Context: an optimization exercise on an open-source flow, tuned for small area. The choices shown serve that exercise and are no tape-out recipe. In this exercise RTL edits were held to simulation tests only and were not proved equivalent to the original. Power is estimated from default activity; no workload was simulated.

==> design/flow/flow/synth_area.tcl <==
# synth_recipe.tcl with one change: Yosys's abc pass runs flow/area.abc, an
# area-oriented mapping script, in place of ORFS's default script.
proc synth {args} { yosys synth -nofsm -noshare {*}$args }
proc abc {args} {
  set i [lsearch -exact $args -script]
  if { $i >= 0 } { lset args [expr { $i + 1 }] $::env(AREA_ABC_SCRIPT) }
  yosys abc {*}$args
}
source $::env(SCRIPTS_DIR)/synth.tcl
# left out here: clear keep_hierarchy, flatten, clean up, hide names made inside functions, write 1_2_yosys.v
==> design/flow/flow/run.sh <==
#!/bin/bash
# Own layout flow: the standard ORFS flow with an area-oriented ABC
# script in synthesis, the smallest buffer on each port, a clock tree without
# dummy loads, and antenna repair with a margin and more rounds.  Each
# tool's output is in orfs/logs/; make's own output in flow_make.log.
set -euo pipefail
WORK=$PWD
export AREA_ABC_SCRIPT=$WORK/flow/area.abc
CTS="-sink_clustering_enable -repair_clock_nets -dont_use_dummy_load -sink_buffer_max_cap_derate 1.0 -buf_list {sky130_fd_sc_hd__clkbuf_16} -sink_clustering_size 25 -sink_clustering_max_diameter 80 -clustering_exponent 2"
bash standard.sh SYNTH_SCRIPT=$WORK/flow/synth_area.tcl "CTS_ARGS=$CTS" \
  "BUFFER_PORTS_ARGS=-buffer_cell sky130_fd_sc_hd__buf_1" MAX_REPAIR_ANTENNAS_ITER_DRT=8 \
  PRE_GLOBAL_ROUTE_TCL=$WORK/flow/antenna.tcl PRE_DETAIL_ROUTE_TCL=$WORK/flow/antenna.tcl \
  finish > $WORK/flow_make.log 2>&1
==> design/flow/config.mk <==
export PLATFORM = sky130hd
export DESIGN_NAME = sha512_engine
export DESIGN_NICKNAME = sha512_engine
export VERILOG_FILES = /design/flow/design.v
export SDC_FILE = /design/flow/constraint.sdc
export NUM_CORES = 8
export LEC_CHECK = 0
export CAP_MARGIN = 20
export CORE_MARGIN = 2
export CORE_UTILIZATION = 50
export PLACE_DENSITY = 0.6
export SLEW_MARGIN = 20
export SYNTH_MEMORY_MAX_BITS = 16384
==> design/flow/flow/antenna.tcl <==
# Sourced before global and detailed routing: every antenna repair aims 30%
# below the antenna ratio limits, so that the few long, lightly loaded nets
# do not need round after round of re-routing.
if { [llength [info commands repair_antennas_std]] == 0 } {
  rename repair_antennas repair_antennas_std
  proc repair_antennas { args } { repair_antennas_std {*}$args -ratio_margin 30 }
}
==> design/flow/flow/area.abc <==
strash
&get -n
&st
&syn2
&dch
&nf -R 1000
&put
strash
&get -n
&st
&synch2
&dch -f
&nf -a -R 1000
&put
strash
&get -n
&st
&synch2
&dch -f
&nf -p -a -R 1000
&put
topo
stime -c
buffer -c
upsize -c
dnsize -c
stime -c
==> design/flow/design.v <==
module sha512_engine (
  input  wire        clk,
  input  wire        rst,           
  input  wire        req_valid,
  input  wire        req_we,
  input  wire [6:0]  req_addr,
  input  wire [63:0] req_wdata,
  output wire        req_ready,
  output reg         rsp_valid,
  output wire [63:0] rsp_rdata
);
  localparam [2:0] P_IDLE  = 3'd0,
                   P_PRE   = 3'd1,
                   P_LOAD  = 3'd2,
                   P_ROUND = 3'd3,
                   P_REST  = 3'd4,
                   P_FEED  = 3'd5;
  reg [2047:0] Mf;        
  reg [511:0]  Hf;        
  reg [255:0]  ad;        
  reg [255:0]  eh;        
  reg [63:0]   acc;       
  reg [11:0]   side;      
  reg [2:0]  phase;
  reg        two;
  reg        blk;
  reg        done;
  reg [6:0]  wc;          
  reg [3:0]  dg;          
  reg [2:0]  phase_n;
  reg        two_n, blk_n, done_n;
  reg [6:0]  wc_n;
  reg [3:0]  dg_n;
  wire busy    = (phase != P_IDLE);
  wire p_pre   = (phase == P_PRE);
  wire p_load  = (phase == P_LOAD);
  wire p_round = (phase == P_ROUND);
  wire p_rest  = (phase == P_REST);
  wire p_feed  = (phase == P_FEED);
  wire [2:0] wk = ~wc[2:0];    
  function automatic [63:0] k_word(input [6:0] t);
    case (t)
      7'd0: k_word = 64'h428a2f98d728ae22;
      7'd1: k_word = 64'h7137449123ef65cd;
      7'd2: k_word = 64'hb5c0fbcfec4d3b2f;
      7'd3: k_word = 64'he9b5dba58189dbbc;
      7'd4: k_word = 64'h3956c25bf348b538;
      7'd5: k_word = 64'h59f111f1b605d019;
      7'd6: k_word = 64'h923f82a4af194f9b;
      7'd7: k_word = 64'hab1c5ed5da6d8118;
      7'd8: k_word = 64'hd807aa98a3030242;
      7'd9: k_word = 64'h12835b0145706fbe;
      7'd10: k_word = 64'h243185be4ee4b28c;
      7'd11: k_word = 64'h550c7dc3d5ffb4e2;
      7'd12: k_word = 64'h72be5d74f27b896f;
      7'd13: k_word = 64'h80deb1fe3b1696b1;
      7'd14: k_word = 64'h9bdc06a725c71235;
      7'd15: k_word = 64'hc19bf174cf692694;
      7'd16: k_word = 64'he49b69c19ef14ad2;
      7'd17: k_word = 64'hefbe4786384f25e3;
      7'd18: k_word = 64'h0fc19dc68b8cd5b5;
      7'd19: k_word = 64'h240ca1cc77ac9c65;
      7'd20: k_word = 64'h2de92c6f592b0275;
      7'd21: k_word = 64'h4a7484aa6ea6e483;
      7'd22: k_word = 64'h5cb0a9dcbd41fbd4;
      7'd23: k_word = 64'h76f988da831153b5;
      7'd24: k_word = 64'h983e5152ee66dfab;
      7'd25: k_word = 64'ha831c66d2db43210;
      7'd26: k_word = 64'hb00327c898fb213f;
      7'd27: k_word = 64'hbf597fc7beef0ee4;
      7'd28: k_word = 64'hc6e00bf33da88fc2;
      7'd29: k_word = 64'hd5a79147930aa725;
      7'd30: k_word = 64'h06ca6351e003826f;
      7'd31: k_word = 64'h142929670a0e6e70;
      7'd32: k_word = 64'h27b70a8546d22ffc;
      7'd33: k_word = 64'h2e1b21385c26c926;
      7'd34: k_word = 64'h4d2c6dfc5ac42aed;
      7'd35: k_word = 64'h53380d139d95b3df;
      7'd36: k_word = 64'h650a73548baf63de;
      7'd37: k_word = 64'h766a0abb3c77b2a8;
      7'd38: k_word = 64'h81c2c92e47edaee6;
      7'd39: k_word = 64'h92722c851482353b;
      7'd40: k_word = 64'ha2bfe8a14cf10364;
      7'd41: k_word = 64'ha81a664bbc423001;
      7'd42: k_word = 64'hc24b8b70d0f89791;
      7'd43: k_word = 64'hc76c51a30654be30;
      7'd44: k_word = 64'hd192e819d6ef5218;
      7'd45: k_word = 64'hd69906245565a910;
      7'd46: k_word = 64'hf40e35855771202a;
      7'd47: k_word = 64'h106aa07032bbd1b8;
      7'd48: k_word = 64'h19a4c116b8d2d0c8;
      7'd49: k_word = 64'h1e376c085141ab53;
      7'd50: k_word = 64'h2748774cdf8eeb99;
      7'd51: k_word = 64'h34b0bcb5e19b48a8;
      7'd52: k_word = 64'h391c0cb3c5c95a63;
      7'd53: k_word = 64'h4ed8aa4ae3418acb;
      7'd54: k_word = 64'h5b9cca4f7763e373;
      7'd55: k_word = 64'h682e6ff3d6b2b8a3;
      7'd56: k_word = 64'h748f82ee5defb2fc;
      7'd57: k_word = 64'h78a5636f43172f60;
      7'd58: k_word = 64'h84c87814a1f0ab72;
      7'd59: k_word = 64'h8cc702081a6439ec;
      7'd60: k_word = 64'h90befffa23631e28;
      7'd61: k_word = 64'ha4506cebde82bde9;
      7'd62: k_word = 64'hbef9a3f7b2c67915;
      7'd63: k_word = 64'hc67178f2e372532b;
      7'd64: k_word = 64'hca273eceea26619c;
      7'd65: k_word = 64'hd186b8c721c0c207;
      7'd66: k_word = 64'heada7dd6cde0eb1e;
      7'd67: k_word = 64'hf57d4f7fee6ed178;
      7'd68: k_word = 64'h06f067aa72176fba;
      7'd69: k_word = 64'h0a637dc5a2c898a6;
      7'd70: k_word = 64'h113f9804bef90dae;
      7'd71: k_word = 64'h1b710b35131c471b;
      7'd72: k_word = 64'h28db77f523047d84;
      7'd73: k_word = 64'h32caab7b40c72493;
      7'd74: k_word = 64'h3c9ebe0a15c9bebc;
      7'd75: k_word = 64'h431d67c49c100d4c;
      7'd76: k_word = 64'h4cc5d4becb3e42b6;
      7'd77: k_word = 64'h597f299cfc657e2a;
      7'd78: k_word = 64'h5fcb6fab3ad6faec;
      7'd79: k_word = 64'h6c44198c4a475817;
      default: k_word = 64'h0;
    endcase
  endfunction
  function automatic [63:0] iv_word(input [2:0] idx);
    case (idx)
      3'd0: iv_word = 64'h6a09e667f3bcc908;
      3'd1: iv_word = 64'hbb67ae8584caa73b;
      3'd2: iv_word = 64'h3c6ef372fe94f82b;
      3'd3: iv_word = 64'ha54ff53a5f1d36f1;
      3'd4: iv_word = 64'h510e527fade682d1;
      3'd5: iv_word = 64'h9b05688c2b3e6c1f;
      3'd6: iv_word = 64'h1f83d9abfb41bd6b;
      default: iv_word = 64'h5be0cd19137e2179;
    endcase
  endfunction
  function automatic [63:0] ssig0(input [63:0] x);
    ssig0 = {x[0], x[63:1]} ^ {x[7:0], x[63:8]} ^ (x >> 7);
  endfunction
  function automatic [63:0] ssig1(input [63:0] x);
    ssig1 = {x[18:0], x[63:19]} ^ {x[60:0], x[63:61]} ^ (x >> 6);
  endfunction
  function automatic tap(input [63:0] x, input [63:0] y, input [3:0] d, input integer p);
    tap = ({d, 2'b00} + p >= 64) ? y[p] : x[p];
  endfunction
  wire is_status_rd = !req_we && (req_addr == 7'h09);
  assign req_ready  = !busy || is_status_rd;
  wire acc_ok       = req_valid && req_ready;
  wire acc_rd       = acc_ok && !req_we;
  wire acc_wr       = acc_ok && req_we;
  wire wr_h         = acc_wr && (req_addr[6:3] == 4'b0000);
  wire wr_m         = acc_wr && (req_addr[6:5] == 2'b01);
  wire wr_cmd       = acc_wr && (req_addr == 7'h08);
  wire cmd1         = (req_wdata == 64'd1);
  wire cmd2         = (req_wdata == 64'd2);
  reg        sts_q;
  reg  [1:0] st_q;
  always @(posedge clk) begin
    sts_q  <= (req_addr == 7'h09);
    st_q   <= {done, busy};
  end
  always @(posedge clk) begin
    if (rst) rsp_valid <= 1'b0;
    else     rsp_valid <= acc_rd;
  end
  wire [1:0] k      = dg[1:0];
  wire [5:0] rr     = {wc[3:0], dg[3:2]};           
  wire       feed_ld = p_feed && two && !blk && (wc[2:0] == 3'd7) && (dg == 4'd15);
  wire       ld0    = p_pre || feed_ld;              
  wire       opc    = ld0 || p_rest || (p_round && dg[3:2] == 2'b11);
  function automatic [5:0] eaddr_f(input [2:0] ph, input [6:0] c, input [3:0] d,
                                   input b, input tw);
    reg [1:0] kk;
    reg [5:0] rs;
    reg       fl, l0, mp;
    reg [3:0] bs, of, sl;
    begin
      kk = d[1:0];
      rs = {c[3:0], d[3:2]};
      fl = (ph == P_FEED) && tw && !b && (c[2:0] == 3'd7) && (d == 4'd15);
      l0 = (ph == P_PRE) || fl;
      bs = (ph == P_ROUND) ? c[3:0] + 4'd1 : ~rs[3:0];
      of = (kk == 2'd0) ? 4'd0 : (kk == 2'd1) ? 4'd1 : (kk == 2'd2) ? 4'd9 : 4'd14;
      sl = l0 ? 4'd0 : bs + of;
      mp = (ph == P_PRE) || (ph == P_ROUND) || (ph == P_REST) || fl;
      eaddr_f = mp ? {1'b1, (ph == P_PRE) ? 1'b0 : (fl ? 1'b1 : b), sl} : {3'b000, ~c[2:0]};
    end
  endfunction
  wire [5:0] eaddr_n = eaddr_f(phase_n, wc_n, dg_n, blk_n, two_n);
  wire       hsel_m  = (req_addr[6:5] == 2'b01);
  wire       hsel_h  = (req_addr[6:3] == 4'b0000);
  wire       eng_n   = (phase_n != P_IDLE);
  wire [5:0] rsel_n  = eng_n ? eaddr_n : {req_addr[5], req_addr[4:0]};
  wire       rsm_n   = eng_n ? eaddr_n[5]  : hsel_m;
  wire       rsh_n   = eng_n ? !eaddr_n[5] : hsel_h;
  reg  [39:0] oh;         
  integer r;
  always @(posedge clk)
    for (r = 0; r < 40; r = r + 1)
      oh[r] <= (r < 32) ? (rsm_n && rsel_n[4:0] == r) : (rsh_n && rsel_n[2:0] == r - 32);
  reg  [63:0] rdword;
  always @* begin
    rdword = 64'd0;
    for (r = 0; r < 32; r = r + 1)
      rdword = rdword | (Mf[64*r +: 64] & {64{oh[r]}});
    for (r = 0; r < 8; r = r + 1)
      rdword = rdword | (Hf[64*r +: 64] & {64{oh[32+r]}});
  end
  assign rsp_rdata = sts_q ? {62'd0, st_q} : rdword;
  wire        first_op = ld0 || (opc && k == 2'd0);
  wire        sub      = p_rest && !first_op;
  wire        zero_op  = !opc || (p_round && (wc < 7'd15) && !first_op);
  wire [63:0] opnd     = zero_op ? 64'd0 :
                         (k == 2'd1 && !ld0) ? ssig0(rdword) :
                         (k == 2'd3 && !ld0) ? ssig1(rdword) : rdword;
  wire [63:0] acc_base = !busy ? req_wdata : (first_op ? 64'd0 : acc);
  wire [63:0] acc_nx   = acc_base + (sub ? ~opnd : opnd) + {63'd0, sub};
  always @(posedge clk) begin
    acc <= acc_nx;
    if (dg == 4'd12)
      side <= acc[63:52];
  end
  wire [3:0] rdig  = rdword[{dg, 2'b00} +: 4];
  wire [63:0] ivw  = iv_word(wk);
  wire [3:0] ivdig = ivw[{dg, 2'b00} +: 4];
  wire [3:0] src   = (two && !blk) ? ivdig : rdig;
  wire [63:0] kw   = k_word(wc);
  wire [3:0] kdig  = kw[{dg, 2'b00} +: 4];
  wire [63:0] wsrc = (dg > 4'd12) ? {side, acc[51:0]} : acc;
  wire [3:0] wd    = wsrc[{dg, 2'b00} +: 4];
  wire [63:0] wa = ad[255:192], wb = ad[191:128];
  wire [63:0] we_ = eh[255:192], wf = eh[191:128];
  wire [3:0] a_d = ad[195:192], b_d = ad[131:128], c_d = ad[67:64], d_d = ad[3:0];
  wire [3:0] e_d = eh[195:192], f_d = eh[131:128], g_d = eh[67:64], h_d = eh[3:0];
  reg [3:0] S0, S1;
  integer n;
  always @* begin
    for (n = 0; n < 4; n = n + 1) begin
      S0[n] = tap(wa, wb, dg, n + 28) ^ tap(wa, wb, dg, n + 34) ^ tap(wa, wb, dg, n + 39);
      S1[n] = tap(we_, wf, dg, n + 14) ^ tap(we_, wf, dg, n + 18) ^ tap(we_, wf, dg, n + 41);
    end
  end
  wire [3:0] chd = (e_d & f_d) ^ (~e_d & g_d);
  wire [3:0] mjd = (a_d & b_d) ^ (a_d & c_d) ^ (b_d & c_d);
  reg  [2:0] c1_q;
  reg  [1:0] ca_q;
  reg        ce_q;
  reg        cf_q;
  wire first = (dg == 4'd0);
  wire [6:0] sum1 = h_d + S1 + chd + kdig + wd + (first ? 3'd0 : c1_q);
  wire [3:0] t1d  = sum1[3:0];
  wire [5:0] suma = t1d + S0 + mjd + (first ? 2'd0 : ca_q);
  wire [4:0] sume = d_d + t1d + (first ? 1'b0 : ce_q);
  wire [3:0] srcg = (p_load || p_feed) ? src : 4'd0;
  wire [3:0] fadd = (p_feed || p_rest) ? h_d : 4'd0;
  wire [4:0] sumf = srcg + fadd + (first ? 1'b0 : cf_q);
  wire [3:0] a_in = p_round ? suma[3:0] : sumf[3:0];
  wire [3:0] e_in = p_round ? sume[3:0] : d_d;
  always @(posedge clk) begin
    c1_q <= sum1[6:4];
    ca_q <= suma[5:4];
    ce_q <= sume[4];
    cf_q <= sumf[4];
    ad   <= {a_in, ad[255:4]};
    eh   <= {e_in, eh[255:4]};
  end
  wire       wm_eng = (p_round && dg == 4'd0 && wc >= 7'd16) ||
                      (p_rest && k == 2'd0 && rr != 6'd0) ||
                      (p_feed && wc == 7'd0 && dg == 4'd0);
  wire [3:0] wslot  = p_round ? wc[3:0] : ~rr[3:0] + 4'd1;
  reg        hwm_q;       
  reg  [4:0] hwa_q;
  always @(posedge clk) begin
    hwm_q <= wr_m;
    hwa_q <= req_addr[4:0];
  end
  wire       wm_en   = busy ? wm_eng : hwm_q;
  wire [4:0] wm_addr = busy ? {blk, wslot} : hwa_q;
  integer j, i;
  always @(posedge clk) begin
    for (j = 0; j < 32; j = j + 1)
      if (wm_en && wm_addr == j)
        Mf[64*j +: 64] <= acc;
    for (j = 0; j < 8; j = j + 1)
      for (i = 0; i < 16; i = i + 1)
        if ((wr_h && req_addr[2:0] == j) || (p_feed && wk == j && dg == i))
          Hf[64*j + 4*i +: 4] <= busy ? sumf[3:0] : req_wdata[4*i +: 4];
  end
  always @* begin
    phase_n = phase;
    two_n   = two;
    blk_n   = blk;
    done_n  = done;
    wc_n    = wc;
    dg_n    = (busy && !p_pre) ? dg + 4'd1 : 4'd0;
    case (phase)
      P_IDLE: begin
        if (wr_cmd && (cmd1 || cmd2)) begin
          two_n   = cmd2;
          blk_n   = 1'b0;
          done_n  = 1'b0;
          wc_n    = 7'd0;
          phase_n = P_PRE;
        end
      end
      P_PRE:
        phase_n = P_LOAD;
      P_LOAD: begin
        if (dg == 4'd15) begin
          if (wc[2:0] == 3'd7) begin
            wc_n    = 7'd0;
            phase_n = P_ROUND;
          end else
            wc_n = wc + 7'd1;
        end
      end
      P_ROUND: begin
        if (dg == 4'd15) begin
          if (wc == 7'd79) begin
            wc_n    = 7'd0;
            phase_n = P_REST;
          end else
            wc_n = wc + 7'd1;
        end
      end
      P_REST: begin
        if (dg == 4'd15) begin
          if (wc[3:0] == 4'd15) begin
            wc_n    = 7'd0;
            phase_n = P_FEED;
          end else
            wc_n = wc + 7'd1;
        end
      end
      default: begin   
        if (dg == 4'd15) begin
          if (wc[2:0] == 3'd7) begin
            wc_n = 7'd0;
            if (two && !blk) begin
              blk_n   = 1'b1;
              phase_n = P_ROUND;
            end else begin
              done_n  = 1'b1;
              phase_n = P_IDLE;
            end
          end else
            wc_n = wc + 7'd1;
        end
      end
    endcase
    if (rst) begin
      phase_n = P_IDLE;
      done_n  = 1'b0;
      dg_n    = 4'd0;
    end
  end
  always @(posedge clk) begin
    phase <= phase_n;
    two   <= two_n;
    blk   <= blk_n;
    done  <= done_n;
    wc    <= wc_n;
    dg    <= dg_n;
  end
endmodule
==> design/flow/constraint.sdc <==
create_clock -name core_clock -period 16.0 [get_ports {clk}]
set_input_delay 3.2000 -clock core_clock [delete_from_list [all_inputs] [get_ports {clk}]]
set_output_delay 3.2000 -clock core_clock [all_outputs]
set_load 0.01 [all_outputs]
==> design/flow/standard.sh <==
#!/bin/bash
# synth_recipe.tcl (not shown) runs the flow's synth.tcl, then flattens the netlist and writes it again
# the make line also repeats each setting of config.mk as NAME=value (left out here)
make -C /OpenROAD-flow-scripts/flow DESIGN_CONFIG=/design/flow/config.mk WORK_HOME=/design/flow/orfs CLKGATE_MAP_FILE= SYNTH_SCRIPT=/design/flow/synth_recipe.tcl "${@:-finish}"
==> flow_metrics.env, run 1 <==
export IMPL_slew_headroom_pct=10.1
export IMPL_cp_max_fo=28
export IMPL_pre_cts_slack_ns=5.34
export IMPL_syn_num_nets=8796
export IMPL_fp_dieH_um=501
export IMPL_status="timing/DRC/antenna clean"
export IMPL_cts_setup_buffers=0
export IMPL_vias=91272
export IMPL_worst_setup_path_end_kind="flip-flop"
export IMPL_finalSetupViolations=0
export IMPL_crit_required_ns=16.71
export IMPL_port_buffer_count=140
export IMPL_power_density_nw_per_um2=105
export IMPL_fin_setup_tns_ns=0
export IMPL_grt_pass1_wl_um=739000
export IMPL_yosysSeqAreaShare_pct=73.2
export IMPL_tightest_slew_ns=1.34
export IMPL_cp_slowest_cell="or4b_1"
export IMPL_syn_to_final_growth_pct=8.30
export IMPL_grt_pass1_vias=82755
export IMPL_nets=8877
export IMPL_clkTransAtPathRegs_ns=0.09
export IMPL_hold_ws_ns=0.300
export IMPL_final_area_um2=133000
export IMPL_critPathKind="reg -> reg"
export IMPL_finalCriticalPeriod_ns=11.12
export IMPL_fin_util_pct=54.4
export IMPL_dp_hpwl_um=337000
export IMPL_drc=0
export IMPL_setup_slack_ns=4.88
export IMPL_crit_family="compound AO/OA/AOI/OAI gates"
export IMPL_leakagePower_nw=44.0
export IMPL_core_um2=245000
export IMPL_maxCapViolCount=0
export IMPL_cts_tree="done"
export IMPL_dpl_cell_area_um2=129000
export IMPL_ant_nets=0
export IMPL_clock_latency_ns=0.93
export IMPL_gp_congestion=1.01
export IMPL_stdcell_count=12048
export IMPL_cts_root_buf="clkbuf_16"
export IMPL_arrival_ns=11.83
export IMPL_fin_crit_sh_pct=69.5
export IMPL_drt_wirelength_per_cell_um=46.5
export IMPL_slowest_delay_ns=0.97
export IMPL_report_final_slew_viol_count=0
export IMPL_async_reset_ff_share_pct=0
export IMPL_antenna_found_initial=125
export IMPL_synthCells=8557
export IMPL_numCtsBuffers=160
export IMPL_grt_overflow_total=0
export IMPL_vias_per_cell=7.58
export IMPL_ys_types=84
export IMPL_p_total_mw=14.1
export IMPL_cts_resized=0
export IMPL_ir_drop_v=0.000123
export IMPL_cts_hold_buf=0
export IMPL_synth_top_flop_cell="edfxtp_1"
export IMPL_dr_pass1_iters=14
export IMPL_rsz0062_at_grt="no"
export IMPL_hp_class="reg -> reg"
export IMPL_ys_ff_latch=3222
export IMPL_num_rows=182
export IMPL_clock_skew_ns=0.173
export IMPL_synth_edf_count=2575
export IMPL_wirelength_um=560000
export IMPL_cp_common_cell="nand3_1"
export IMPL_final_layout_size_suffix_gt1_share_pct=7.97
export IMPL_clockBufferDepth=3
export IMPL_die_w_um=501
export IMPL_cp_buffers_inverters=1
export IMPL_cts_sinks=3222
export IMPL_cp_start_kind="flip-flop"
export IMPL_grt_usage_pct=43.8
export IMPL_yosys_warnings=1
export IMPL_drt_iter0_drc=23757
export IMPL_start_util_pct=50.2
export IMPL_cts_htree_levels=4
export IMPL_place_inst=11694
export IMPL_fmax_mhz=90.0
export IMPL_die_area_um2=251000
export IMPL_avgSynthCellArea_um2=14.4
export IMPL_nFillCells=20032
export IMPL_synth_area_um2=123000
export IMPL_hold_viol_final=0
export IMPL_ios=141
export IMPL_grt_max_degree=133
-- path summary, 6_finish.rpt --
kind           start      end  slack [ns]  cells past startpoint
max           oh[31]  acc[62]        4.88                     42
max reg2reg   oh[31]  acc[62]        4.88                     42
min          eh[136]  eh[132]        0.30                      0
min reg2reg  eh[136]  eh[132]        0.30                      0
-- layer usage --
layer / routed length [um] / up-vias / GRT usage, %
met5: 123 / - / 0.830
met4: 35500 / 20 / 23.7
met3: 97400 / 1962 / 16.5
met2: 226000 / 9938 / 59.7
met1: 201000 / 45360 / 60.2
li1: - / 33992 / -
-- sequential cells by signal (all words and copies together) (netlist names), 2 cells and up --
name / cells
Hf: 512
eh: 256
hwa_q: 5
side: 12
c1_q: 3
acc: 64
ad: 256
st_q: 2
Mf: 2048
phase: 3
dg: 4
oh: 40
wc: 7
ca_q: 2
-- layout by cell type, fill, tap and decap left out, drive strengths merged, types with 69 or more instances in the layout --
cell type and n:
edfxtp 2575, nand2 808, dfxtp 647, o21ai 558
buf 492, a222oi 453, a21oi 353, nor2 352
a22oi 301, nand3 209, diode 192, xnor2 186
clkbuf 160, nand4 150, xor2 143, ha 137
a221oi 131, a22o 128, nor3 76, nor2b 69
-- logic make-up (layout without fill, tap and decap cells) --
group / after synthesis / after routing / share of synthesized area (%)
flops: 3222 / 3222 / 73.2
xor+xnor: 329 / 329 / 2.34
compound gates: 2313 / 2313 / 13.5
fa+ha+maj: 164 / 164 / 1.83
other cells: 0 / 192 / 0
buf+inv: 641 / 720 / 1.98
simple gates: 1858 / 1858 / 6.86
mux: 30 / 30 / 0.261
-- synth_stat cells (29+ instances only) --
master | count | area share (%)
nor4_1 | 53 | 0.27
nand4_1 | 150 | 0.76
o221ai_1 | 29 | 0.21
ha_1 | 137 | 1.4
a21oi_1 | 351 | 1.4
o211ai_1 | 46 | 0.28
nor2b_1 | 69 | 0.35
a31oi_1 | 65 | 0.33
a211oi_1 | 37 | 0.23
dfxtp_1 | 647 | 11
nand3_1 | 208 | 0.84
clkbuf_1 | 426 | 1.3
nand2_1 | 804 | 2.4
a221oi_1 | 130 | 0.92
inv_1 | 63 | 0.19
o22ai_1 | 47 | 0.24
xnor2_1 | 186 | 1.3
o21ai_0 | 551 | 2.2
edfxtp_1 | 2575 | 63
nor2_1 | 351 | 1.1
xor2_1 | 143 | 1.0
a222oi_1 | 453 | 3.7
a22oi_1 | 301 | 1.8
nor3_1 | 74 | 0.30
a22o_1 | 128 | 0.91
buf_1 | 133 | 0.40
-- final cells by class --
class | count | area (um^2) | area share, %
Antenna cell | 192 | 480 | 0.360
Clock buffer | 160 | 4000 | 3.00
Inverter | 68 | 255 | 0.191
Multi-Input combinational cell | 4694 | 30900 | 23.2
Sequential cell | 3222 | 90500 | 67.8
Tap cell | 3220 | 4030 | 3.02
Timing Repair Buffer | 492 | 3340 | 2.50
-- where the power goes --
group          internal [mW]  switching (mW)
Clock                   1.78            2.54
Combinational          0.161           0.512
Sequential              9.04          0.0446
Total                   11.0            3.10
==> run 2, diff against run 1 <==
--- a/design/flow/flow/area.abc
+++ b/design/flow/flow/area.abc
@@ -19,3 +19,3 @@
 &dch -f
-&nf -p -a -R 1000
+&nf -p -a -R 1000 -F 8 -A 6 -C 32
 &put
==> run 2 against run 1 <==
Cell area is 0.12% lower; critical path type unchanged; largest cell class unchanged; non-clock buffer count is 29 higher; sequential share of layout area is 0.082 points higher.
==> flow_metrics.env, run 2 <==
export IMPL_status="timing/DRC/antenna clean"
export IMPL_yosys_warnings=1
export IMPL_cp_max_fo=75
export IMPL_slew_headroom_pct=13.1
export IMPL_async_reset_ff_share_pct=0
export IMPL_grt_pass1_wl_um=739000
export IMPL_ys_ff_latch=3222
export IMPL_drc=0
export IMPL_core_um2=245000
export IMPL_synth_top_area_cell="edfxtp_1"
export IMPL_mostFrequentLayoutCells="2575 x edfxtp_1, 725 x nand2_1, 581 x dfxtp_1"
export IMPL_port_buffer_count=140
export IMPL_nets=8776
export IMPL_cts_hold_buf=0
export IMPL_cts_setup_buffers=0
export IMPL_start_util_pct=50.2
export IMPL_synth_area_um2=123000
export IMPL_antenna_found_initial=114
export IMPL_slowest_delay_ns=0.82
export IMPL_final_common_cell="edfxtp_1"
export IMPL_ir_drop_v=0.000129
export IMPL_numCtsBuffers=154
export IMPL_place_inst=11596
export IMPL_yosysSeqAreaShare_pct=73.4
export IMPL_stdcell_count=11926
export IMPL_vias_per_cell=7.56
export IMPL_grt_pass1_vias=81993
export IMPL_hold_viol_final=0
export IMPL_grt_overflow_total=0
export IMPL_dr_pass1_iters=13
export IMPL_regArea_um2=90500
export IMPL_tightest_slew_ns=1.30
export IMPL_synth_edf_count=2575
export IMPL_grt_max_degree=149
export IMPL_ios=141
export IMPL_clock_latency_ns=0.90
export IMPL_ant_nets=0
export IMPL_largest_reg_flops=2048
export IMPL_fin_util_pct=54.4
export IMPL_synth_top_cells_by_area="edfxtp_1 63%, dfxtp_1 11%, a222oi_1 3.8%"
export IMPL_power_density_nw_per_um2=105
export IMPL_nFillCells=19912
export IMPL_cts_htree_levels=4
export IMPL_wirelength_um=563000
export IMPL_cts_sinks=3222
export IMPL_fmax_mhz=86.3
export IMPL_fp_dieH_um=500
export IMPL_fin_crit_sh_pct=72.4
export IMPL_worst_setup_path_end_kind="flip-flop"
export IMPL_hp_class="reg -> reg"
export IMPL_grt_usage_pct=44.0
export IMPL_finalSetupViolations=0
export IMPL_rrSetupSlack_ns=4.41
export IMPL_die_area_um2=250000
export IMPL_synth_most_common_cell="edfxtp_1"
export IMPL_fin_setup_tns_ns=0
export IMPL_largest_register="Mf"
export IMPL_rsz0062_at_grt="no"
export IMPL_syn_to_final_growth_pct=8.37
export IMPL_syn_num_nets=8654
export IMPL_cts_root_buf="clkbuf_16"
export IMPL_crit_required_ns=16.73
export IMPL_leakagePower_nw=43.6
export IMPL_maxCapViolCount=0
export IMPL_cp_slowest_cell="dfxtp_1"
export IMPL_num_rows=182
export IMPL_arrival_ns=12.32
export IMPL_synth_top_flop_cell="edfxtp_1"
export IMPL_drt_wirelength_per_cell_um=47.2
export IMPL_gp_congestion=1.04
export IMPL_report_final_slew_viol_count=0
export IMPL_final_layout_size_suffix_gt1_share_pct=8.38
export IMPL_cp_common_cell="nand3_1"
export IMPL_avgSynthCellArea_um2=14.6
export IMPL_multi_input_area_um2=30700
export IMPL_ys_types=87
export IMPL_drt_iter0_drc=23517
export IMPL_critPathKind="reg -> reg"
export IMPL_synthCells=8415
export IMPL_crit_family="compound AO/OA/AOI/OAI gates"
export IMPL_clkTransAtPathRegs_ns=0.10
export IMPL_cp_start_kind="flip-flop"
export IMPL_reg_top3="Mf x2048, Hf x512"
export IMPL_cts_tree="done"
export IMPL_vias=90185
export IMPL_clockBufferDepth=3
export IMPL_dpl_cell_area_um2=129000
export IMPL_final_area_um2=133000
export IMPL_dp_hpwl_um=350000
export IMPL_die_w_um=500
export IMPL_synth_common_cells="2575 x edfxtp_1, 739 x nand2_1, 647 x dfxtp_1"
export IMPL_synth_top_cell_area_share_pct=62.8
export IMPL_cts_resized=0
export IMPL_finalCriticalPeriod_ns=11.59
export IMPL_cp_buffers_inverters=1
export IMPL_clock_skew_ns=0.120
## run 2: cell types whose count changed after synthesis, moves of 14 or more
cell / delta
a21oi_1: -38
buf_1: -35
a22oi_1: +112
xnor2_1: +47
nand3_1: -92
nor3_1: -14
a22o_1: -67
clkbuf_1: +19
and3_1: -17
o21ai_0: -70
nor4_1: +26
nand4_1: +88
nand2_1: -65
a221oi_1: -54
## run 2: path summary, 6_finish.rpt
check,start,to,cells past startpoint
setup / recovery,wc[1],acc[62],43
hold / removal,eh[157],eh[153],0
setup reg to reg,wc[1],acc[62],43
hold reg to reg,eh[157],eh[153],0
## run 2: area by class of cell
cell class                      instances  area share [%]
Multi-Input combinational cell       4566            23.1
Tap cell                             3220            3.02
Timing Repair Buffer                  521            2.66
Inverter                               72           0.203
Antenna cell                          171           0.321
Clock buffer                          154            2.89
Sequential cell                      3222            67.8
## run 2: metal layers
| layer | track usage, % | routed length, um | vias to the layer above |
|---|---|---|---|
| met4 | 20.6 | 33100 | 16 |
| li1 | - | - | 33653 |
| met2 | 60.9 | 229000 | 9489 |
| met5 | 0.309 | 149 | - |
| met3 | 18.7 | 98100 | 1877 |
| met1 | 59.7 | 202000 | 45150 |
## run 2: where the power goes
group | internal (mW) | switching, mW | total [mW]
combinational | 0.185 | 0.535 | 0.720
sequential | 9.04 | 0.0523 | 9.09
clock | 1.72 | 2.51 | 4.24
## run 2: logic make-up (layout without fill, tap and decap cells)
| family | Yosys count | after routing | share of synthesized area (%) |
|---|---|---|---|
| other | 0 | 171 | 0 |
| DFF | 3222 | 3222 | 73.4 |
| buffers and inverters | 627 | 747 | 1.94 |
| AOI/OAI and AO/OA | 2230 | 2230 | 13.1 |
| xor gates and xnor gates | 375 | 375 | 2.68 |
| muxes | 41 | 41 | 0.401 |
| and+or+nand+nor | 1756 | 1756 | 6.63 |
| adders and majority gates | 164 | 164 | 1.83 |
## run 2: worst register-to-register path, delay by kind of cell (launching register included)
kind / cells / cell delay, ns
AND/OR/NAND/NOR: 18 / 2.45
XOR/XNOR: 1 / 0.16
buffers and inverters: 1 / 0.44
adder cells (fa/ha/maj): 3 / 1.50
multiplexers: 1 / 0.34
AO/OA/AOI/OAI: 19 / 5.75
flip-flops: 1 / 0.82
## run 2: metrics by stage
stage               hold WS [ns]  power (mW)  setup WS [ns]
finish                     0.275        14.0           4.41
global route               0.283        14.3           3.84
CTS                        0.269        14.0           4.69
detailed placement         0.312        9.95           4.80
global placement           0.310        9.94           4.72
floorplan                  0.310        9.59           6.50
==> run 3, diff against run 2 <==
--- a/design/flow/flow/area.abc
+++ b/design/flow/flow/area.abc
@@ -23,5 +23,2 @@
 stime -c
-buffer -c
-upsize -c
-dnsize -c
 stime -c
==> run 3 against run 2 <==
Global-route usage grew 2.3 points; via count grew 0.96%; sequential cell count is the same; power grew 0.52%; sequential power is essentially flat; synthesized cell count shrank 6.6%; sequential share of layout area shrank 0.055 points; largest cell class unchanged; highest routed layer unchanged.
==> flow_metrics.env, run 3 <==
export IMPL_cts_resized=0
export IMPL_ant_nets=0
export IMPL_worst_setup_path_end_kind="flip-flop"
export IMPL_yosysSeqAreaShare_pct=74.8
export IMPL_clock_latency_ns=0.89
export IMPL_vias=91052
export IMPL_hold_viol_final=0
export IMPL_clock_skew_ns=0.153
export IMPL_avgSynthCellArea_um2=15.4
export IMPL_cts_hold_buf=0
export IMPL_nFillCells=19245
export IMPL_drt_wirelength_per_cell_um=48.3
export IMPL_synthMuxAreaShare_pct=0.405
export IMPL_synth_top_family_by_area="compound AO/OA/AOI/OAI gates"
export IMPL_cts_sinks=3222
export IMPL_synth_edf_count=2575
export IMPL_vias_per_cell=7.60
export IMPL_fp_dieH_um=495
export IMPL_grt_usage_pct=46.3
export IMPL_largest_register="Mf"
export IMPL_nets=8789
export IMPL_synth_compound_area_share_pct=13.3
export IMPL_cts_tree="done"
export IMPL_critPathKind="reg -> reg"
export IMPL_grt_pass1_wl_um=756000
export IMPL_crit_required_ns=16.75
export IMPL_synth_area_um2=121000
export IMPL_synth_top_cells_by_area="edfxtp_1 64%, dfxtp_1 11%, a222oi_1 3.8%"
export IMPL_core_um2=240000
export IMPL_antenna_found_initial=136
export IMPL_synth_common_cells="2575 x edfxtp_1, 741 x nand2_1, 647 x dfxtp_1"
export IMPL_pre_cts_slack_ns=4.10
export IMPL_rsz0062_at_grt="no"
export IMPL_hp_start="ad[148]"
export IMPL_p_total_mw=14.1
export IMPL_cp_buffers_inverters=2
export IMPL_ios=141
export IMPL_crit_family="compound AO/OA/AOI/OAI gates"
export IMPL_setup_slack_ns=3.70
export IMPL_tightest_slew_ns=1.29
export IMPL_ys_types=63
export IMPL_cp_slowest_cell="a2111oi_1"
export IMPL_syn_to_final_growth_pct=10.5
export IMPL_grt_overflow_total=0
export IMPL_dp_hpwl_um=357000
export IMPL_grt_max_degree=83
export IMPL_finalCriticalPeriod_ns=12.30
export IMPL_arrival_ns=13.05
export IMPL_final_layout_size_suffix_gt1_share_pct=8.10
export IMPL_final_common_cell="edfxtp_1"
export IMPL_ys_ff_latch=3222
export IMPL_dr_pass1_iters=10
export IMPL_die_w_um=495
export IMPL_reg_top3="Mf x2048, Hf x512"
export IMPL_yosys_warnings=1
export IMPL_report_final_slew_viol_count=0
export IMPL_synth_top_area_cell="edfxtp_1"
export IMPL_fin_setup_tns_ns=0
export IMPL_num_rows=180
export IMPL_status="timing/DRC/antenna clean"
export IMPL_rrSetupSlack_ns=3.70
export IMPL_multi_input_area_um2=30600
export IMPL_crit_start="oh[23]"
export IMPL_wirelength_um=578000
export IMPL_finalSetupViolations=0
export IMPL_cp_max_fo=35
export IMPL_cts_setup_buffers=0
export IMPL_fmax_mhz=81.3
export IMPL_hp_class="reg -> reg"
export IMPL_drt_iter0_drc=23493
export IMPL_ir_drop_v=0.000106
export IMPL_largest_reg_flops=2048
export IMPL_cts_root_buf="clkbuf_16"
export IMPL_cp_start_kind="flip-flop"
export IMPL_start_util_pct=50.3
export IMPL_drc=0
export IMPL_r2r_start="oh[23]"
export IMPL_power_density_nw_per_um2=106
export IMPL_async_reset_ff_share_pct=0
export IMPL_slowest_delay_ns=0.88
export IMPL_slew_headroom_pct=14.3
export IMPL_synth_most_common_cell="edfxtp_1"
export IMPL_cts_htree_levels=4
export IMPL_synthSimpleGateAreaFrac_pct=6.71
export IMPL_mostFrequentLayoutCells="2575 x edfxtp_1, 737 x nand2_1, 570 x dfxtp_1"
export IMPL_grt_pass1_vias=82557
export IMPL_maxCapViolCount=0
export IMPL_die_area_um2=245000
export IMPL_numCtsBuffers=158
export IMPL_clockBufferDepth=3
export IMPL_synth_top_cell_area_share_pct=64.0
export IMPL_yosys_area_share_xor_xnor_pct=2.72
export IMPL_leakagePower_nw=43.4
export IMPL_clkTransAtPathRegs_ns=0.09
export IMPL_dpl_cell_area_um2=129000
export IMPL_synth_top_flop_cell="edfxtp_1"
export IMPL_syn_num_nets=8099
export IMPL_port_buffer_count=140
export IMPL_synthCells=7860
export IMPL_fin_crit_sh_pct=76.9
export IMPL_synthAdderAreaFrac_pct=1.87
export IMPL_final_area_um2=133000
export IMPL_regArea_um2=90500
export IMPL_gp_congestion=1.00
==> run 3: area by class of cell <==
| type | instances | share of cell area (%) |
|---|---|---|
| sequential | 3222 | 67.8 |
| clock buffer | 158 | 2.96 |
| tap | 3185 | 2.99 |
| multi-input combinational | 4566 | 22.9 |
| inverter | 72 | 0.202 |
| antenna | 241 | 0.452 |
| timing repair buffer | 530 | 2.68 |
==> run 3: path summary, 6_finish.rpt <==
kind	depth (start not counted)	end
setup / recovery	43	acc[62]
hold / removal	0	ad[144]
setup reg to reg	43	acc[62]
hold reg to reg	0	ad[144]
==> run 3: per-stage QoR <==
step | hold slack (ns) | instances | utilization (%)
final | 0.274 | 11974 | 55.5
after global routing | 0.277 | 11831 | 55.4
after CTS | 0.281 | 11730 | 55.3
after detailed placement | 0.312 | 11572 | 53.6
after global placement | 0.310 | 11571 | 53.6
after floorplan | 0.310 | 7860 | -
==> run 3: routing by layer <==
| layer | GRT usage [%] | wire length (um) | vias to the layer above |
|---|---|---|---|
| met5 | 0.157 | 302 | - |
| met1 | 59.6 | 195000 | 45050 |
| li1 | - | - | 33784 |
| met2 | 65.0 | 242000 | 10134 |
| met4 | 26.8 | 39400 | 42 |
| met3 | 19.9 | 101000 | 2042 |
==> run 3: power breakdown <==
group | leakage [nW] | switching, mW | internal (mW)
Clock | 1.95 | 2.54 | 1.76
Sequential | 28.4 | 0.0646 | 9.04
Combinational | 13.0 | 0.529 | 0.182
==> run 3: worst register-to-register path: cells and delay by family (launching register included) <==
| family | cells | cell delay [ns] |
|---|---|---|
| compound gates | 18 | 6.37 |
| xor+xnor | 3 | 0.76 |
| fa+ha+maj | 1 | 0.48 |
| buf+inv | 2 | 0.67 |
| flops | 1 | 0.65 |
| simple gates | 19 | 3.24 |
==> run 3: cells by family (layout without fill, tap and decap cells) <==
family | Yosys count | in the layout
AOI/OAI and AO/OA | 2230 | 2230
xor gates and xnor gates | 375 | 375
adders and majority gates | 164 | 164
buffers and inverters | 72 | 760
DFF | 3222 | 3222
muxes | 41 | 41
other | 0 | 241
and+or+nand+nor | 1756 | 1756
==> run 4, diff against run 3 <==
--- a/design/flow/flow/area.abc
+++ b/design/flow/flow/area.abc
@@ -23,2 +23,5 @@
 stime -c
+buffer -c
+upsize -c
+dnsize -c
 stime -c
--- a/design/flow/config.mk
+++ b/design/flow/config.mk
@@ -9,4 +9,4 @@
 export CORE_MARGIN = 2
-export CORE_UTILIZATION = 50
-export PLACE_DENSITY = 0.6
+export CORE_UTILIZATION = 55
+export PLACE_DENSITY = 0.7
 export SLEW_MARGIN = 20
==> run 4 against run 3 <==
Routed wire length is 5.9% lower; maximum frequency is 2.9% higher; critical endpoint unchanged; largest cell class unchanged; sequential power hardly changed; register-to-register slack better by 0.35 ns; global-route usage is 0.50 points higher; synthesized area is 1.9% higher; critical path type unchanged; non-clock buffer count is 13 lower; synthesized cell count is 7.1% higher; highest routed layer unchanged.
==> flow_metrics.env, run 4 <==
export IMPL_dr_pass1_iters=14
export IMPL_grt_usage_pct=46.8
export IMPL_fp_dieH_um=477
export IMPL_nets=8774
export IMPL_cts_tree="done"
export IMPL_grt_pass1_vias=83479
export IMPL_clock_latency_ns=0.91
export IMPL_synth_common_cells="2575 x edfxtp_1, 739 x nand2_1, 647 x dfxtp_1"
export IMPL_synth_top_area_cell="edfxtp_1"
export IMPL_mostFrequentLayoutCells="2575 x edfxtp_1, 725 x nand2_1, 594 x dfxtp_1"
export IMPL_drt_wirelength_per_cell_um=46.4
export IMPL_setup_slack_ns=4.05
export IMPL_critPathKind="reg -> reg"
export IMPL_final_layout_size_suffix_gt1_share_pct=8.20
export IMPL_synth_top_cells_by_area="edfxtp_1 63%, dfxtp_1 11%, a222oi_1 3.8%"
export IMPL_crit_family="compound AO/OA/AOI/OAI gates"
export IMPL_fmax_mhz=83.7
export IMPL_grt_overflow_total=0
export IMPL_status="timing/DRC/antenna clean"
export IMPL_slowest_delay_ns=1.02
export IMPL_async_reset_ff_share_pct=0
export IMPL_rrSetupSlack_ns=4.05
export IMPL_r2r_end="acc[62]"
export IMPL_clockBufferDepth=3
export IMPL_synth_edf_count=2575
export IMPL_r2r_start="oh[21]"
export IMPL_cts_setup_buffers=0
export IMPL_die_w_um=477
export IMPL_ys_types=87
export IMPL_leakagePower_nw=43.6
export IMPL_cts_root_buf="clkbuf_16"
export IMPL_cp_buffers_inverters=1
export IMPL_ir_drop_v=0.000102
export IMPL_synth_top_flop_cell="edfxtp_1"
export IMPL_drc=0
export IMPL_slew_headroom_pct=10.2
export IMPL_power_density_nw_per_um2=105
export IMPL_cts_htree_levels=4
export IMPL_syn_num_nets=8654
export IMPL_whs_path_depth=0
export IMPL_hold_viol_final=0
export IMPL_multi_input_area_um2=30700
export IMPL_clkTransAtPathRegs_ns=0.09
export IMPL_whs_endpoint="eh[175]"
export IMPL_yosys_warnings=1
export IMPL_maxCapViolCount=0
export IMPL_reg2reg_depth=42
export IMPL_gp_congestion=1.04
export IMPL_finalSetupViolations=0
export IMPL_grt_max_degree=72
export IMPL_num_rows=173
export IMPL_grt_pass1_wl_um=720000
export IMPL_pre_cts_slack_ns=4.85
export IMPL_vias_per_cell=7.83
export IMPL_final_common_cell="edfxtp_1"
export IMPL_nFillCells=16888
export IMPL_place_inst=11347
export IMPL_start_util_pct=55.3
export IMPL_fin_setup_tns_ns=0
export IMPL_port_buffer_count=140
export IMPL_vias=91698
export IMPL_largest_register="Mf"
export IMPL_synth_area_um2=123000
export IMPL_cts_sinks=3222
export IMPL_die_area_um2=227000
export IMPL_synth_top_cell_area_share_pct=62.8
export IMPL_synthCells=8415
export IMPL_cts_hold_buf=0
export IMPL_reg_top3="Mf x2048, Hf x512"
export IMPL_yosysSeqAreaShare_pct=73.4
export IMPL_antenna_found_initial=110
export IMPL_hp_start="eh[179]"
export IMPL_ys_ff_latch=3222
export IMPL_rsz0062_at_grt="no"
export IMPL_ant_nets=0
export IMPL_largest_reg_flops=2048
export IMPL_clock_skew_ns=0.117
export IMPL_cp_slowest_cell="nand3_1"
export IMPL_synth_most_common_cell="edfxtp_1"
export IMPL_hp_class="reg -> reg"
export IMPL_dp_hpwl_um=328000
export IMPL_syn_to_final_growth_pct=8.16
export IMPL_crit_required_ns=16.77
export IMPL_arrival_ns=12.72
export IMPL_numCtsBuffers=156
export IMPL_cp_start_kind="flip-flop"
export IMPL_report_final_slew_viol_count=0
export IMPL_cp_max_fo=27
export IMPL_fin_crit_sh_pct=74.7
export IMPL_finalCriticalPeriod_ns=11.95
export IMPL_stdcell_count=11712
export IMPL_wirelength_um=544000
export IMPL_cts_resized=0
export IMPL_avgSynthCellArea_um2=14.6
export IMPL_worst_setup_path_end_kind="flip-flop"
export IMPL_drt_iter0_drc=24566
export IMPL_ios=141
export IMPL_hold_ws_ns=0.260
export IMPL_tightest_slew_ns=1.33
export IMPL_core_um2=222000
export IMPL_regArea_um2=90400
-- run 4: worst max path at each step --
stage / start / end / slack [ns] / depth (start not counted)
5_1_grt: oh[21] / acc[62] / 3.61 / 42
4_1_cts: oh[23] / acc[62] / 4.75 / 42
3_3_place_gp: oh[17] / acc[62] / 4.76 / 43
6_report: oh[21] / acc[62] / 4.05 / 42
2_1_floorplan: req_wdata[0] / acc[62] / 6.50 / 36
3_5_place_dp: oh[23] / acc[62] / 4.85 / 42
-- run 4: power by group --
part	internal [mW]	switching (mW)	leakage (nW)
logic	0.186	0.555	13.3
clock network	1.74	2.48	1.92
registers	9.04	0.0304	28.4
total	11.0	3.06	43.6
-- run 4: kinds of logic (layout without fill, tap and decap cells) --
group | count (synthesis) | count (layout) | synth area share [%]
flops | 3222 | 3222 | 73.4
compound gates | 2230 | 2230 | 13.1
simple gates | 1756 | 1756 | 6.63
buf+inv | 627 | 745 | 1.94
xor+xnor | 375 | 375 | 2.68
fa+ha+maj | 164 | 164 | 1.83
mux | 41 | 41 | 0.401
other cells | 0 | 204 | 0
-- run 4: area by class of cell --
cell class	instances	area share [%]
Tap cell	2975	2.80
Timing Repair Buffer	517	2.61
Clock buffer	156	2.93
Antenna cell	204	0.384
Inverter	72	0.203
Sequential cell	3222	68.0
Multi-Input combinational cell	4566	23.1
-- run 4: stage by stage --
stage / area, um^2 / utilization [%] / power [mW]
finish: 133000 / 59.9 / 14.0
global route: 133000 / 59.7 / 14.2
CTS: 132000 / 59.6 / 13.9
detailed placement: 129000 / 57.8 / 9.93
global placement: 129000 / 57.8 / 9.92
floorplan: 123000 / - / 9.59
-- run 4: per-layer routing --
layer | GRT usage, % | vias up | share of wire [%]
li1 | - | 33678 | -
met1 | 60.4 | 44395 | 33
met2 | 62.9 | 11147 | 40
met3 | 23.9 | 2440 | 20
met4 | 27.0 | 38 | 7.5
met5 | 0.609 | - | 0.097
==> run 5, diff against run 4 <==
--- a/design/flow/flow/run.sh
+++ b/design/flow/flow/run.sh
@@ -8,3 +8,3 @@
 export AREA_ABC_SCRIPT=$WORK/flow/area.abc
-CTS="-sink_clustering_enable -repair_clock_nets -dont_use_dummy_load -sink_buffer_max_cap_derate 1.0 -buf_list {sky130_fd_sc_hd__clkbuf_16} -sink_clustering_size 25 -sink_clustering_max_diameter 80 -clustering_exponent 2"
+CTS="-sink_clustering_enable -repair_clock_nets -dont_use_dummy_load -sink_buffer_max_cap_derate 1.0 -buf_list {sky130_fd_sc_hd__clkbuf_16} -sink_clustering_size 25 -sink_clustering_max_diameter 100 -clustering_exponent 2"
 bash standard.sh SYNTH_SCRIPT=$WORK/flow/synth_area.tcl "CTS_ARGS=$CTS" \
--- a/design/flow/config.mk
+++ b/design/flow/config.mk
@@ -9,4 +9,4 @@
 export CORE_MARGIN = 2
-export CORE_UTILIZATION = 55
-export PLACE_DENSITY = 0.7
+export CORE_UTILIZATION = 60
+export PLACE_DENSITY = 0.75
 export SLEW_MARGIN = 20
==> run 5 against run 4 <==
Sequential cell count is the same; still clean; power shrank 0.54%; synthesized area is the same; register-to-register slack lost 0.27 ns; combinational power shrank 5.4%; cell count shrank 2.6%; worst setup slack lost 0.27 ns; die area shrank 8.3%; sequential power is essentially flat; critical path depth is the same; maximum frequency shrank 2.2%.
==> flow_metrics.env, run 5 <==
export IMPL_status="timing/DRC/antenna clean"
export IMPL_drt_iter0_drc=24992
export IMPL_die_w_um=457
export IMPL_rsz0062_at_grt="no"
export IMPL_synth_edf_count=2575
export IMPL_tightest_slew_ns=1.39
export IMPL_largest_reg_flops=2048
export IMPL_hp_class="reg -> reg"
export IMPL_fmax_mhz=81.8
export IMPL_vias_per_cell=8.07
export IMPL_cts_htree_levels=4
export IMPL_hold_viol_final=0
export IMPL_drt_wirelength_per_cell_um=47.2
export IMPL_ir_drop_v=0.000138
export IMPL_ys_types=87
export IMPL_gp_congestion=1.03
export IMPL_p_total_mw=14.0
export IMPL_ys_ff_latch=3222
export IMPL_ant_nets=0
export IMPL_multi_input_area_um2=30800
export IMPL_synth_area_um2=123000
export IMPL_drc=0
export IMPL_cts_setup_buffers=0
export IMPL_dr_pass1_iters=14
export IMPL_clock_skew_ns=0.143
export IMPL_syn_to_final_growth_pct=7.74
export IMPL_dp_hpwl_um=326000
export IMPL_nFillCells=14139
export IMPL_grt_max_degree=131
export IMPL_avgSynthCellArea_um2=14.6
export IMPL_reg2reg_depth=42
export IMPL_report_final_slew_viol_count=0
export IMPL_synth_common_cells="2575 x edfxtp_1, 739 x nand2_1, 647 x dfxtp_1"
export IMPL_r2r_end="acc[62]"
export IMPL_maxCapViolCount=0
export IMPL_cp_slowest_cell="nand4_1"
export IMPL_clkTransAtPathRegs_ns=0.09
export IMPL_synthCells=8415
export IMPL_cts_tree="done"
export IMPL_crit_end="acc[62]"
export IMPL_numCtsBuffers=151
export IMPL_cp_common_cell="nand2_1"
export IMPL_start_util_pct=60.3
export IMPL_synth_top_area_cell="edfxtp_1"
export IMPL_cts_hold_buf=0
export IMPL_grt_pass1_vias=84520
export IMPL_cts_resized=0
export IMPL_power_density_nw_per_um2=105
export IMPL_leakagePower_nw=43.6
export IMPL_grt_usage_pct=50.7
export IMPL_fin_setup_tns_ns=0
export IMPL_mostFrequentLayoutCells="2575 x edfxtp_1, 725 x nand2_1, 578 x dfxtp_1"
export IMPL_port_buffer_count=140
export IMPL_fin_crit_sh_pct=76.4
export IMPL_grt_pass1_wl_um=715000
export IMPL_yosys_warnings=1
export IMPL_arrival_ns=12.93
export IMPL_reg_top3="Mf x2048, Hf x512"
export IMPL_cts_sinks=3222
export IMPL_ios=141
export IMPL_cp_buffers_inverters=1
export IMPL_num_rows=166
export IMPL_final_layout_size_suffix_gt1_share_pct=8.16
export IMPL_finalCriticalPeriod_ns=12.23
export IMPL_synth_top_cell_area_share_pct=62.8
export IMPL_antenna_found_initial=90
export IMPL_slew_headroom_pct=6.93
export IMPL_worst_setup_path_end_kind="flip-flop"
export IMPL_finalSetupViolations=0
export IMPL_synth_top_flop_cell="edfxtp_1"
export IMPL_vias=92033
export IMPL_crit_cells=42
export IMPL_clock_latency_ns=0.90
export IMPL_cp_start_kind="flip-flop"
export IMPL_wirelength_um=538000
export IMPL_synth_most_common_cell="edfxtp_1"
export IMPL_yosysSeqAreaShare_pct=73.4
export IMPL_core_um2=204000
export IMPL_rrSetupSlack_ns=3.77
export IMPL_cp_max_fo=18
export IMPL_syn_num_nets=8654
export IMPL_critPathKind="reg -> reg"
export IMPL_clockBufferDepth=3
export IMPL_grt_overflow_total=0
export IMPL_nets=8751
export IMPL_r2r_start="oh[16]"
export IMPL_synth_top_cells_by_area="edfxtp_1 63%, dfxtp_1 11%, a222oi_1 3.8%"
export IMPL_cts_root_buf="clkbuf_16"
export IMPL_crit_family="compound AO/OA/AOI/OAI gates"
export IMPL_crit_start="oh[16]"
export IMPL_regArea_um2=90500
export IMPL_final_common_cell="edfxtp_1"
export IMPL_slowest_delay_ns=1.05
export IMPL_die_area_um2=209000
export IMPL_async_reset_ff_share_pct=0
export IMPL_largest_register="Mf"
export IMPL_crit_required_ns=16.71
export IMPL_fp_dieH_um=457
==> run 5: cell counts after synthesis <==
Identical to the previous run, type by type.
==> run 5: per-stage QoR <==
stage / cells / setup slack (ns) / hold WS (ns) / utilization (%) / instance area, um^2
after detailed placement: 11043 / 4.23 / 0.312 / 62.8 / 128000
after global placement: 11039 / 4.17 / 0.309 / 62.7 / 128000
after floorplan: 8415 / 6.50 / 0.310 / - / 123000
final: 11404 / 3.77 / 0.242 / 64.9 / 133000
after global routing: 11264 / 2.93 / 0.241 / 64.8 / 132000
after CTS: 11194 / 4.07 / 0.235 / 64.6 / 132000
==> run 5: cells by family after synthesis <==
family,count (synthesis),share of synthesized area (%)
XOR/XNOR,375,2.68
AO/OA/AOI/OAI,2230,13.1
multiplexers,41,0.401
buffers and inverters,627,1.94
flip-flops,3222,73.4
adder cells (fa/ha/maj),164,1.83
AND/OR/NAND/NOR,1756,6.63
==> run 5: per-layer routing <==
metal,routed length [um],share of wire [%],global-route usage (%),vias up
li1,-,-,-,33630
met1,168000,31,63.5,44041
met2,214000,40,68.9,11323
met3,102000,19,23.4,3021
met4,53600,10,37.5,18
met5,353,0.066,1.52,-
==> run 5: final cells by class <==
| class | instances | area share [%] |
|---|---|---|
| Sequential cell | 3222 | 68.2 |
| Inverter | 72 | 0.204 |
| Antenna cell | 206 | 0.389 |
| Timing Repair Buffer | 499 | 2.55 |
| Tap cell | 2688 | 2.54 |
| Clock buffer | 151 | 2.85 |
| Multi-Input combinational cell | 4566 | 23.2 |
==> run 5: worst min path at each step <==
stage	start	end	slack (ns)	cells after the start
2_1_floorplan	ad[4]	ad[0]	0.31	0
4_1_cts	eh[162]	eh[158]	0.24	0
5_1_grt	eh[162]	eh[158]	0.24	0
6_report	eh[162]	eh[158]	0.24	0
3_5_place_dp	ad[122]	ad[118]	0.31	0
3_3_place_gp	ad[126]	ad[122]	0.31	0
==> run 5: power breakdown <==
part	switching [mW]	internal [mW]	total [mW]
registers	0.0541	9.04	9.09
logic	0.519	0.182	0.701
clock network	2.47	1.69	4.16
==> run 6, diff against run 5 <==
--- a/design/flow/design.v
+++ b/design/flow/design.v
@@ -196,7 +196,12 @@
   wire       rsh_n   = eng_n ? !eaddr_n[5] : hsel_h;
-  reg  [39:0] oh;         
+  reg  [7:0] ohl;
+  reg  [4:0] ohb;         
   integer r;
-  always @(posedge clk)
-    for (r = 0; r < 40; r = r + 1)
-      oh[r] <= (r < 32) ? (rsm_n && rsel_n[4:0] == r) : (rsh_n && rsel_n[2:0] == r - 32);
+  always @(posedge clk) begin
+    for (r = 0; r < 8; r = r + 1)
+      ohl[r] <= (rsel_n[2:0] == r);
+    for (r = 0; r < 4; r = r + 1)
+      ohb[r] <= rsm_n && (rsel_n[4:3] == r);
+    ohb[4] <= rsh_n;
+  end
   reg  [63:0] rdword;
@@ -205,5 +210,5 @@
     for (r = 0; r < 32; r = r + 1)
-      rdword = rdword | (Mf[64*r +: 64] & {64{oh[r]}});
+      rdword = rdword | (Mf[64*r +: 64] & {64{ohb[r / 8] && ohl[r % 8]}});
     for (r = 0; r < 8; r = r + 1)
-      rdword = rdword | (Hf[64*r +: 64] & {64{oh[32+r]}});
+      rdword = rdword | (Hf[64*r +: 64] & {64{ohb[4] && ohl[r]}});
   end
@@ -216,4 +221,3 @@
                          (k == 2'd3 && !ld0) ? ssig1(rdword) : rdword;
-  wire [63:0] acc_base = !busy ? req_wdata : (first_op ? 64'd0 : acc);
-  wire [63:0] acc_nx   = acc_base + (sub ? ~opnd : opnd) + {63'd0, sub};
+  wire [63:0] acc_nx   = (first_op ? 64'd0 : acc) + (sub ? ~opnd : opnd) + {63'd0, sub};
   always @(posedge clk) begin
@@ -271,10 +275,2 @@
   wire [3:0] wslot  = p_round ? wc[3:0] : ~rr[3:0] + 4'd1;
-  reg        hwm_q;       
-  reg  [4:0] hwa_q;
-  always @(posedge clk) begin
-    hwm_q <= wr_m;
-    hwa_q <= req_addr[4:0];
-  end
-  wire       wm_en   = busy ? wm_eng : hwm_q;
-  wire [4:0] wm_addr = busy ? {blk, wslot} : hwa_q;
   integer j, i;
@@ -282,4 +278,4 @@
     for (j = 0; j < 32; j = j + 1)
-      if (wm_en && wm_addr == j)
-        Mf[64*j +: 64] <= acc;
+      if ((wr_m && req_addr[4:0] == j) || (wm_eng && {blk, wslot} == j))
+        Mf[64*j +: 64] <= busy ? acc : req_wdata;
     for (j = 0; j < 8; j = j + 1)
--- a/design/flow/flow/run.sh
+++ b/design/flow/flow/run.sh
@@ -8,3 +8,3 @@
 export AREA_ABC_SCRIPT=$WORK/flow/area.abc
-CTS="-sink_clustering_enable -repair_clock_nets -dont_use_dummy_load -sink_buffer_max_cap_derate 1.0 -buf_list {sky130_fd_sc_hd__clkbuf_16} -sink_clustering_size 25 -sink_clustering_max_diameter 100 -clustering_exponent 2"
+CTS="-sink_clustering_enable -repair_clock_nets -dont_use_dummy_load -sink_buffer_max_cap_derate 1.0 -buf_list {sky130_fd_sc_hd__clkbuf_16} -sink_clustering_size 25 -sink_clustering_max_diameter 60 -clustering_exponent 2"
 bash standard.sh SYNTH_SCRIPT=$WORK/flow/synth_area.tcl "CTS_ARGS=$CTS" \
--- a/design/flow/flow/area.abc
+++ b/design/flow/flow/area.abc
@@ -19,3 +19,3 @@
 &dch -f
-&nf -p -a -R 1000 -F 8 -A 6 -C 32
+&nf -p -a -R 1000
 &put
--- a/design/flow/config.mk
+++ b/design/flow/config.mk
@@ -9,4 +9,4 @@
 export CORE_MARGIN = 2
-export CORE_UTILIZATION = 60
-export PLACE_DENSITY = 0.75
+export CORE_UTILIZATION = 50
+export PLACE_DENSITY = 0.6
 export SLEW_MARGIN = 20
==> run 6 against run 5 <==
Global-route usage fell by 5.7 points; synthesized area grew 0.38%; die area increased by 20%; first-iteration DRC count down 18%; worst setup slack lost 0.23 ns; clock power up 11%; critical path depth rose by 12; worst hold slack better by 0.010 ns; critical endpoint is now acc[60]; highest routed layer unchanged.
==> flow_metrics.env, run 6 <==
export IMPL_worst_setup_path_end_kind="flip-flop"
export IMPL_crit_required_ns=16.66
export IMPL_grt_overflow_total=0
export IMPL_wirelength_um=577000
export IMPL_swShare_pct=27.5
export IMPL_rsz0062_at_grt="no"
export IMPL_yosysSeqAreaShare_pct=72.6
export IMPL_clkPwrFrac_pct=27.9
export IMPL_status="timing/DRC/antenna clean"
export IMPL_final_layout_size_suffix_gt1_share_pct=8.99
export IMPL_synth_top_cells_by_area="edfxtp_1 63%, dfxtp_1 10%, a222oi_1 3.4%"
export IMPL_drt_wirelength_per_cell_um=47.6
export IMPL_p_seq_share_pct=56.4
export IMPL_cts_root_buf="clkbuf_16"
export IMPL_mostFrequentLayoutCells="2575 x edfxtp_1, 840 x nand2_1, 608 x dfxtp_1"
export IMPL_largest_register="Mf"
export IMPL_port_buffer_count=140
export IMPL_async_reset_ff_share_pct=0
export IMPL_ys_ff_latch=3189
export IMPL_synthCells=8623
export IMPL_fin_setup_tns_ns=0
export IMPL_hp_class="reg -> reg"
export IMPL_final_common_cell="edfxtp_1"
export IMPL_switchingPower_mw=4.56
export IMPL_clock_skew_ns=0.183
export IMPL_clock_latency_ns=0.92
export IMPL_ir_drop_v=0.000131
export IMPL_fmax_mhz=80.3
export IMPL_grt_pass1_wl_um=758000
export IMPL_syn_num_nets=8858
export IMPL_cts_setup_buffers=0
export IMPL_leakagePower_nw=44.4
export IMPL_synth_area_um2=124000
export IMPL_synth_edf_count=2575
export IMPL_cts_htree_levels=4
export IMPL_arrival_ns=13.11
export IMPL_grt_pass1_vias=83743
export IMPL_maxCapViolCount=0
export IMPL_avgSynthCellArea_um2=14.3
export IMPL_syn_to_final_growth_pct=9.11
export IMPL_critPathKind="reg -> reg"
export IMPL_clkTransAtPathRegs_ns=0.09
export IMPL_p_total_mw=16.6
export IMPL_crit_end="acc[60]"
export IMPL_finalCriticalPeriod_ns=12.45
export IMPL_finalSetupViolations=0
export IMPL_ios=141
export IMPL_largest_reg_flops=2048
export IMPL_yosys_warnings=1
export IMPL_die_area_um2=251000
export IMPL_cp_max_fo=26
export IMPL_drc=0
export IMPL_comb_power_share_pct=15.8
export IMPL_hold_viol_final=0
export IMPL_gp_congestion=1.01
export IMPL_dr_pass1_iters=13
export IMPL_cp_start_kind="flip-flop"
export IMPL_tightest_slew_ns=1.32
export IMPL_fp_dieH_um=501
export IMPL_whs_path_depth=0
export IMPL_crit_start="ohl[1]"
export IMPL_antenna_found_initial=92
export IMPL_die_w_um=501
export IMPL_dp_hpwl_um=360000
export IMPL_vias_per_cell=7.51
export IMPL_hp_start="eh[236]"
export IMPL_numCtsBuffers=185
export IMPL_slowest_delay_ns=0.86
export IMPL_synth_common_cells="2575 x edfxtp_1, 884 x nand2_1, 614 x dfxtp_1"
export IMPL_ys_types=90
export IMPL_synth_top_flop_cell="edfxtp_1"
export IMPL_synth_top_cell_area_share_pct=62.6
export IMPL_fin_crit_sh_pct=77.8
export IMPL_cts_hold_buf=0
export IMPL_grt_usage_pct=45.0
export IMPL_vias=91142
export IMPL_synth_top_area_cell="edfxtp_1"
export IMPL_cts_resized=0
export IMPL_ant_nets=0
export IMPL_slew_headroom_pct=11.9
export IMPL_nFillCells=19685
export IMPL_num_rows=182
export IMPL_power_density_nw_per_um2=123
export IMPL_nets=8968
export IMPL_cts_tree="done"
export IMPL_cp_common_cell="nand2_1"
export IMPL_r2r_end="acc[60]"
export IMPL_start_util_pct=50.3
export IMPL_core_um2=246000
export IMPL_rrSetupSlack_ns=3.55
export IMPL_grt_max_degree=70
export IMPL_cp_slowest_cell="nor4_2"
export IMPL_report_final_slew_viol_count=0
export IMPL_drt_iter0_drc=20616
export IMPL_clockBufferDepth=3
export IMPL_synth_most_common_cell="edfxtp_1"
export IMPL_p_int_mw=12.0
export IMPL_cts_sinks=3189
export IMPL_r2r_start="ohl[1]"
export IMPL_reg2reg_depth=54
export IMPL_reg_top3="Mf x2048, Hf x512"
## run 6: cell count changes in the layout (fill, tap and decap cells not counted), sizes merged, moves of 48 or more
cell    change
nand4      -98
nand3      +69
a22oi      -69
nand2     +146
a221oi     +56
a22o       +63
xnor2      +48
and3       +91
## run 6: layer usage
| layer | track usage, % | vias to the layer above | part of all wire (%) |
|---|---|---|---|
| met1 | 56.3 | 45243 | 33 |
| li1 | - | 34208 | - |
| met5 | 0.868 | - | 0.10 |
| met4 | 28.7 | 42 | 7.9 |
| met3 | 17.2 | 2120 | 16 |
| met2 | 65.5 | 9529 | 43 |
## run 6: cell type report
type	count	area (um^2)	share of cell area, %
diodes	178	445	0.331
clock buffers	185	4630	3.44
inverters	65	244	0.181
multi-input cells	4787	32400	24.0
flip-flops and latches	3189	89600	66.5
well taps	3220	4030	2.99
repair buffers	505	3400	2.53
## run 6: kinds of logic after synthesis
family,after synthesis,share of synthesized area [%]
AOI/OAI and AO/OA,2217,13.1
xor gates and xnor gates,392,2.78
adders and majority gates,160,1.79
buffers and inverters,647,2.00
DFF,3189,72.6
muxes,38,0.392
and+or+nand+nor,1980,7.39
## run 6: through the flow
stage               hold slack (ns)  instances  setup slack, ns  util [%]  instance area, um^2
floorplan                     0.310       8623             6.18         -               124000
global placement              0.310      11755             3.88      52.7               129000
detailed placement            0.312      11759             4.09      52.7               130000
CTS                           0.238      11944             3.95      54.6               134000
global route                  0.239      12004             2.95      54.7               134000
finish                        0.252      12129             3.55      54.8               135000
## run 6: worst min path at each step
stage,endpoint,slack (ns)
4_1_cts,eh[232],0.24
5_1_grt,eh[232],0.24
2_1_floorplan,ad[0],0.31
3_3_place_gp,ad[226],0.31
6_report,eh[232],0.25
3_5_place_dp,ad[102],0.31
## run 6: worst max-delay path: cells and delay by family (launching register included)
kind                       cells  cell delay (ns)
DFF                            1             0.48
and+or+nand+nor               26             3.72
xor gates and xnor gates       4             0.71
AOI/OAI and AO/OA             20             5.70
adders and majority gates      1             0.48
buffers and inverters          3             1.09
## run 6: power groups by stage
stage                     clock [mW]  combinational (mW)  sequential (mW)
after floorplan                    0                1.43             9.42
after global placement             0                2.47             9.53
after detailed placement           0                2.47             9.53
after CTS                       4.58                2.48             9.34
after global routing            4.84                2.69             9.34
final                           4.62                2.61             9.34

[separate check: timing with driven ports]
How much do the figures lean on ideal ports? The routed layouts below were timed once more, with nothing changed but the port constraints.
Step 1: set_driving_cell puts a clkbuf_16 on clk and a buf_2 on each other input, an assumption about the parent block.
Step 2 times the ports against the registers' clock, not the clock port: input delays grow and output delays shrink by t, the midpoint of the rising clock arrivals with the driver on.
Three values: ideal ports, drivers, drivers and shift; two values: the first two.
run | t (ns) | setup slack, ns
run 1 | 0.950 | 4.885 / 4.885 / 4.885
run 2 | 0.941 | 4.409 / 4.409 / 4.409
run 3 | 0.907 | 3.701 / 3.701 / 3.701
run 4 | 0.941 | 4.049 / 4.049 / 4.049
run 5 | 0.928 | 3.774 / 3.774 / 3.774
run 6 | 0.926 | 3.549 / 3.549 / 3.549
After both steps every run listed still meets setup and hold.
